Context: an optimization exercise on an open-source flow, tuned for small area, a short achievable clock period and few clock cycles. The choices shown serve that exercise and are no tape-out recipe. At most, simulation tests tie the RTL to the original design; equivalence was not proved. No activity file was given, so power comes from the tool's default toggle rates.

## spitfp_core
module spitfp_core (
    input  wire       clk,
    input  wire       rst,         
    input  wire       in_valid,
    output wire       in_ready,
    input  wire [7:0] in_data,
    output wire       out_valid,
    input  wire       out_ready,
    output wire [7:0] out_data
);
clock: 8.0 ns
lec_check: 0
cap_margin: 20
core_margin: 2
core_utilization: 40
cts_cluster_diameter: 60
cts_cluster_size: 20
place_density: 0.6
setup_slack_margin: 5.0
slew_margin: 20
run.sh (not shown) runs the stock make flow with config.mk's settings and CLKGATE_MAP_FILE= SYNTH_SCRIPT=/design/flow/synth_recipe.tcl, a recipe that flattens the netlist after the stock synthesis.
Testbench counts at the start, summed over its fixed seeds: cycles 160,687.
Edit:
--- a/flow/design.v
+++ b/flow/design.v
@@ -114,28 +114,28 @@
     reg [7:0]  od, od1;
     reg [7:0]  od_o;            
     assign out_valid = ov;
     assign out_data  = od_o;
     wire       pv;              
     wire [7:0] pd;
     wire       pop = ov & out_ready;
-    always @(posedge clk)
-        od_o <= (pop || !ov) ? (ov1 ? od1 : pd) : od;
     always @(posedge clk) begin
         if (rst) begin
             ov  <= 1'b0;
             ov1 <= 1'b0;
         end else if (pop || !ov) begin
             if (ov1) begin
                 od  <= od1;
+                od_o <= od1;
                 ov  <= 1'b1;
                 ov1 <= pv;
                 od1 <= pd;
             end else begin
                 od  <= pd;
+                od_o <= pd;
                 ov  <= pv;
                 ov1 <= 1'b0;
             end
         end else if (pv) begin
             od1 <= pd;
             ov1 <= 1'b1;
         end
@@ -146,15 +146,14 @@
     reg [20:0] arg;             
     reg        en_b;
     reg [7:0]  sub_rem;
     reg        sub_l;           
     reg        sub_f;           
     reg        sw;              
     reg        txp;             
-    reg        txl;             
     reg [4:0]  sub_n;
     reg [1:0]  sub_st;          
     reg        f_ltmin, f_gtmax, f_ltdyn;
     reg        t_borrow, t_lo, t_hz;
     reg        t3_pend, t3_to;
     integer k;
     reg        r_act, r_drain;
@@ -252,15 +251,15 @@
             2'd2: r_byte = reg_val[23:16];
             default: r_byte = reg_val[31:24];
         endcase
     end
     wire r_push = r_act && !ov1;
     wire [7:0] tx_seqb = (tx_src == TX_DATA) ? {seq_cur, tx_sl} : {4'd0, tx_sl};
     wire       tx_i1   = (tx_idx == 5'd1);
-    wire       tx_last = txl;
+    wire       tx_last = (tx_idx == send_len - 5'd1);
     wire [7:0] txd_b   = tx_i1 ? tx_seqb : (tx_last ? tx_sum : pbuf[0]);
     wire [7:0] txa_b   = tx_i1 ? tx_seqb : tx_sum;
     wire [7:0] tx_b    = (tx_src == TX_IDLE) ? (tx_due ? {3'd0, send_len} :
                                                 (ack_owed ? 8'h03 : 8'h00)) :
                          (tx_src == TX_DATA) ? txd_b : txa_b;
     wire       tx_pl   = go_opc && o_tx && txp;
     wire s_fin = e_sd && sub_l;
@@ -457,16 +456,14 @@
                 baud_cur    <= baud_new;
                 baud_change <= 1'b0;
             end
         end else if (iv0 && w_fin && w_tick) begin
             t3_pend <= 1'b1;
             t3_to   <= t_to;
         end
-        if (e_rx && (iv0 || !used[6]))
-            rb[tail] <= b;
         if (iv0) begin
             if (go_opc) begin
                 if (o_tick) begin
                     e_opc <= 1'b0; e_w <= 1'b1; kq <= 4'b0001;
                     w_tick <= 1'b1; w_baud <= 1'b0; w_dyn <= 1'b0; w_prop <= 1'b0;
                     sc_act <= 1'b1;
                     sm     <= SM_SEEK;
@@ -513,15 +510,14 @@
                                 tx_rel   <= 1'b0;
                                 seq_cur  <= seq_next;
                             end
                         end else begin
                             tx_idx <= tx_idx + 5'd1;
                         end
                         txp <= tx_i1 || (txp && (tx_idx != send_len - 5'd2));
-                        txl <= txp && (tx_idx == send_len - 5'd2);
                     end else begin
                         tx_sum <= rotl(tx_sum ^ txa_b);
                         if (tx_idx == 5'd2) begin
                             tx_src <= TX_IDLE;
                             tx_idx <= 5'd0;
                         end else begin
                             tx_idx <= tx_idx + 5'd1;
@@ -536,14 +532,15 @@
                         r_idx   <= 5'd0;
                         r_last  <= slot_rx_len - 5'd1;
                     end
                 end
             end
             if (e_rx) begin
                 e_rx <= 1'b0; e_opc <= 1'b1;
+                rb[tail] <= b;
                 tail <= tail + 6'd1;
                 if (used[6]) begin
                     head     <= head + 6'd1;
                     ra       <= head_p1;
                     c_eovf   <= sinc(c_eovf);
                     rx_state <= RX_SEEK;
                     rx_len   <= 5'd0;
@@ -638,15 +635,15 @@
                 end
             end
         end
         if (rst || (go_opc && o_reset)) begin
             head <= 6'd0; tail <= 6'd0; used <= 7'd0;
             rx_state <= RX_SEEK; rx_len <= 5'd0;
             send_len <= 5'd0; slot_tx_len <= 5'd0; slot_rx_len <= 5'd0;
-            tx_src <= TX_IDLE; tx_idx <= 5'd0; txp <= 1'b0; txl <= 1'b0;
+            tx_src <= TX_IDLE; tx_idx <= 5'd0; txp <= 1'b0;
             tx_sent <= 1'b0; tx_due <= 1'b0; tx_rel <= 1'b0;
             seq_cur <= 4'd1; sls <= 4'd0; ack_owed <= 1'b0;
             now_reg <= 32'd0; last_send <= 32'd0; zero_run <= 32'd0;
             c_eack <= 32'd0; c_efr <= 32'd0; c_emsg <= 32'd0;
             c_eovf <= 32'd0; c_brick <= 32'd0; c_brlet <= 32'd0;
             baud_cfg <= BAUD_RESET; baud_cur <= BAUD_RESET; baud_new <= BAUD_RESET;
             baud_change <= 1'b0; dyn_en <= 1'b1; dyn_min <= DYN_MIN_RESET;
After rerunning: Fmax drops slightly; design area barely changes; total power drops slightly; routed wire length stays flat; synthesized area barely changes.
Testbench counts after the change, summed over its fixed seeds: cycles 160,687.

========
ember:
spitfp_core, a different RTL version from the one above (not shown whole).
Size: about 5900 cells after synthesis, about 1600 flip-flops, roughly 22 I/O pins, roughly 0.070 mm^2 of cells after synthesis.
clock: 8.0 ns
lec_check: 0
cap_margin: 20
core_margin: 2
core_utilization: 40
cts_cluster_diameter: 80
cts_cluster_size: 20
place_density: 0.6
setup_slack_margin: 5.0
slew_margin: 20
Testbench counts of ember, summed over its fixed seeds: cycles 161,280.
Input-level comparison between lagoon and ember:
diff --git a/flow/design.v b/flow/design.v
--- a/flow/design.v
+++ b/flow/design.v
@@ -176,28 +176,24 @@
     reg        txl;             
     reg [4:0]  sub_n;
     reg [1:0]  sub_st;          
     reg        f_ltmin, f_gtmax, f_ltdyn;
     reg        t_borrow, t_lo, t_hz;
     reg        t3_pend, t3_to;
     integer k;
     reg        r_act, r_drain;
     reg [4:0]  r_idx, r_last;
     reg [31:0] r_cap;           
     reg [4:0]  pb_off;
     reg        sc_act;
-    reg        sc_pend;         
-    reg        wr_pend;         
-    reg [5:0]  wr_addr;
-    reg [7:0]  wr_data;
     reg [1:0]  sm;
     reg [7:0]  rq;              
     reg        rz_h, rz_l;      
     reg        rl_h, rl_l;      
     reg [5:0]  ra;              
     reg [7:0]  sh;              
     reg [4:0]  soff;            
     reg [4:0]  sL, sLm1;
     reg [7:0]  sseq;
     reg        scopy;
     wire tx_wait = (tx_src == TX_IDLE) && tx_due && (pb_off != 5'd0);
     wire stall_c = (r_act && !(r_drain && id0[2])) || ov1 || t3_pend || tx_wait;
@@ -456,67 +452,54 @@
             ra     <= head;
             if (s_stop0 || s_empty) begin
                 rx_state <= RX_SEEK;
                 rx_len   <= 5'd0;
             end else if (s_stopa) begin
                 rx_state <= RX_ACC;
                 rx_len   <= rq[4:0];
             end else begin
                 rx_state <= RX_FC;
                 rx_len   <= sL;
             end
         end
-        if (iv0 && w_fin && w_tick && baud_change && tx_src == TX_IDLE) begin
-            baud_cur    <= baud_new;
-            baud_change <= 1'b0;
-        end
-        if ((iv0 && w_fin && w_tick && !sc_pend && (!sc_act || sc_stop)) || (t3_pend && sc_stop)) begin
+        if ((iv0 && w_fin && w_tick && (!sc_act || sc_stop)) || (t3_pend && sc_stop)) begin
             t3_pend <= 1'b0;
             if (send_len == 5'd0 && slot_tx_len != 5'd0) begin
                 send_len    <= slot_tx_len + 5'd3;
                 slot_tx_len <= 5'd0;
                 tx_sent     <= 1'b0;
                 tx_rel      <= 1'b0;
                 tx_due      <= 1'b1;
             end else if (send_len != 5'd0 && tx_sent && !tx_due &&
                          tx_src != TX_DATA && (t3_pend ? t3_to : t_to)) begin
                 tx_due <= 1'b1;
             end
+            if (baud_change && tx_src == TX_IDLE) begin
+                baud_cur    <= baud_new;
+                baud_change <= 1'b0;
+            end
         end else if (iv0 && w_fin && w_tick) begin
             t3_pend <= 1'b1;
             t3_to   <= t_to;
         end
-        wr_pend <= iv0 && e_rx;
-        wr_addr <= tail;
-        wr_data <= b;
-        if (wr_pend)
-            rb[wr_addr] <= wr_data;
-        if (sc_pend) begin
-            sc_pend <= 1'b0;
-            sc_act  <= 1'b1;
-            sm      <= SM_SEEK;
-            ra      <= head + 6'd1;
-        end
+        if (e_rx && (iv0 || !used[6]))
+            rb[tail] <= b;
         if (iv0) begin
             if (go_opc) begin
                 if (o_tick) begin
                     e_opc <= 1'b0; e_w <= 1'b1; kq <= 4'b0001;
                     w_tick <= 1'b1; w_baud <= 1'b0; w_dyn <= 1'b0; w_prop <= 1'b0;
-                    if (wr_pend) begin
-                        sc_pend <= 1'b1;
-                    end else begin
-                        sc_act <= 1'b1;
-                        sm     <= SM_SEEK;
-                        ra     <= head + 6'd1;
-                    end
+                    sc_act <= 1'b1;
+                    sm     <= SM_SEEK;
+                    ra     <= head + 6'd1;
                 end
                 if (o_rx)  begin e_opc <= 1'b0; e_rx <= 1'b1; end
                 if (o_sub) begin e_opc <= 1'b0; e_sn <= 1'b1; end
                 if (o_rd)  begin e_opc <= 1'b0; e_rd <= 1'b1; end
                 if (o_baud || o_prop) begin
                     e_opc <= 1'b0; e_w <= 1'b1; kq <= 4'b0001;
                     w_tick <= 1'b0; w_baud <= o_baud; w_dyn <= 1'b0; w_prop <= o_prop;
                 end
                 if (o_dyn) begin
                     e_opc <= 1'b0; e_en <= 1'b1;
                     w_tick <= 1'b0; w_baud <= 1'b0; w_dyn <= 1'b1; w_prop <= 1'b0;
                 end
@@ -679,27 +662,25 @@
             tx_src <= TX_IDLE; tx_idx <= 5'd0; txp <= 1'b0; txl <= 1'b0;
             tx_sent <= 1'b0; tx_due <= 1'b0; tx_rel <= 1'b0;
             seq_cur <= 4'd1; sls <= 4'd0; ack_owed <= 1'b0;
             now_reg <= 32'd0; last_send <= 32'd0;
             baud_cfg <= BAUD_RESET; baud_cur <= BAUD_RESET; baud_new <= BAUD_RESET;
             baud_change <= 1'b0; dyn_en <= 1'b1; dyn_min <= DYN_MIN_RESET;
             ra <= 6'd0;
         end
         if (rst) begin
             e_opc <= 1'b1; e_rx <= 1'b0; e_rd <= 1'b0; e_sn <= 1'b0;
             e_sd <= 1'b0; e_en <= 1'b0; e_w <= 1'b0; sw <= 1'b0;
             sc_act  <= 1'b0;
-            sc_pend <= 1'b0;
             t3_pend <= 1'b0;
-            wr_pend <= 1'b0;
             r_act   <= 1'b0;
             pb_off  <= 5'd0;
         end
     end
     wire cnt_clr = rst || (go_opc && o_reset);
     wire c_eack_inc = d_bad && (sL == 5'd3);
     wire c_eack_sat = (&c_eack_hi) && (&c_eack_lo) && !c_eack_pc;
     always @(posedge clk) begin
         if (cnt_clr || 1'b0) begin
             c_eack_lo <= 8'd0;
             c_eack_hi <= 24'd0;
             c_eack_pc <= 1'b0;
==> run notes <==
- Compared with ember, in lagoon worst setup slack dropped 0.18 ns, aggregate global-route resource usage climbed 0.38 points, fraction of layout cells with a size suffix above 1 climbed 1.1 points.
- Summed area of non-filler cells in the final layout (lagoon over ember): decrease, 0.85%
- Going from ember to lagoon, critical path depth went down by 4; number of DRC violations after detailed-routing iteration 0 +24%; global-route wire length before repair moved down; sequential power closely matched the old numbers; cell count now sits lower.
- Global routing met3 resource utilization is higher on lagoon
- Taking ember as the reference, in lagoon share of cell area taken by muxes after synthesis has increased, worst-case reg-to-reg path depth saw a decrease, overall power after layout -3.4%, number of nets in the finished design dropped about 1.6%.
No functional check of the RTL was part of lagoon.

==> afterwards: timing with drivers on the ports <==
The flow's constraints put no driver on any port. The routed layouts listed below were extracted and timed again, unchanged, in two steps. Step 1 assumes that a clkbuf_16 drives the clock port and a buf_2 every other input. Step 2 moves the port delays by t, midway between the first and last clock arrival at a register: inputs arrive t later, outputs are due t later. That takes back most of the time a late clock gives input paths. Three values: ideal ports, drivers, drivers and shift; two values: the first two.
run	t, ns	setup WS [ns]	latest minus earliest clock arrival (ns)
the first run of note 1	0.861	4.879 / 4.879 / 4.291	0.046 / 0.046
the second run of note 1	0.871	4.854 / 4.854 / 4.357	0.076 / 0.077
ember	0.855	4.969 / 4.969 / 4.234	0.093 / 0.093
lagoon	0.825	4.789 / 4.789 / 4.309	0.057 / 0.057
After both steps every run listed still meets setup and hold. For ember, which loses most, drivers alone change the setup slack by 0.000 ns; drivers and shift together by -0.735 ns.
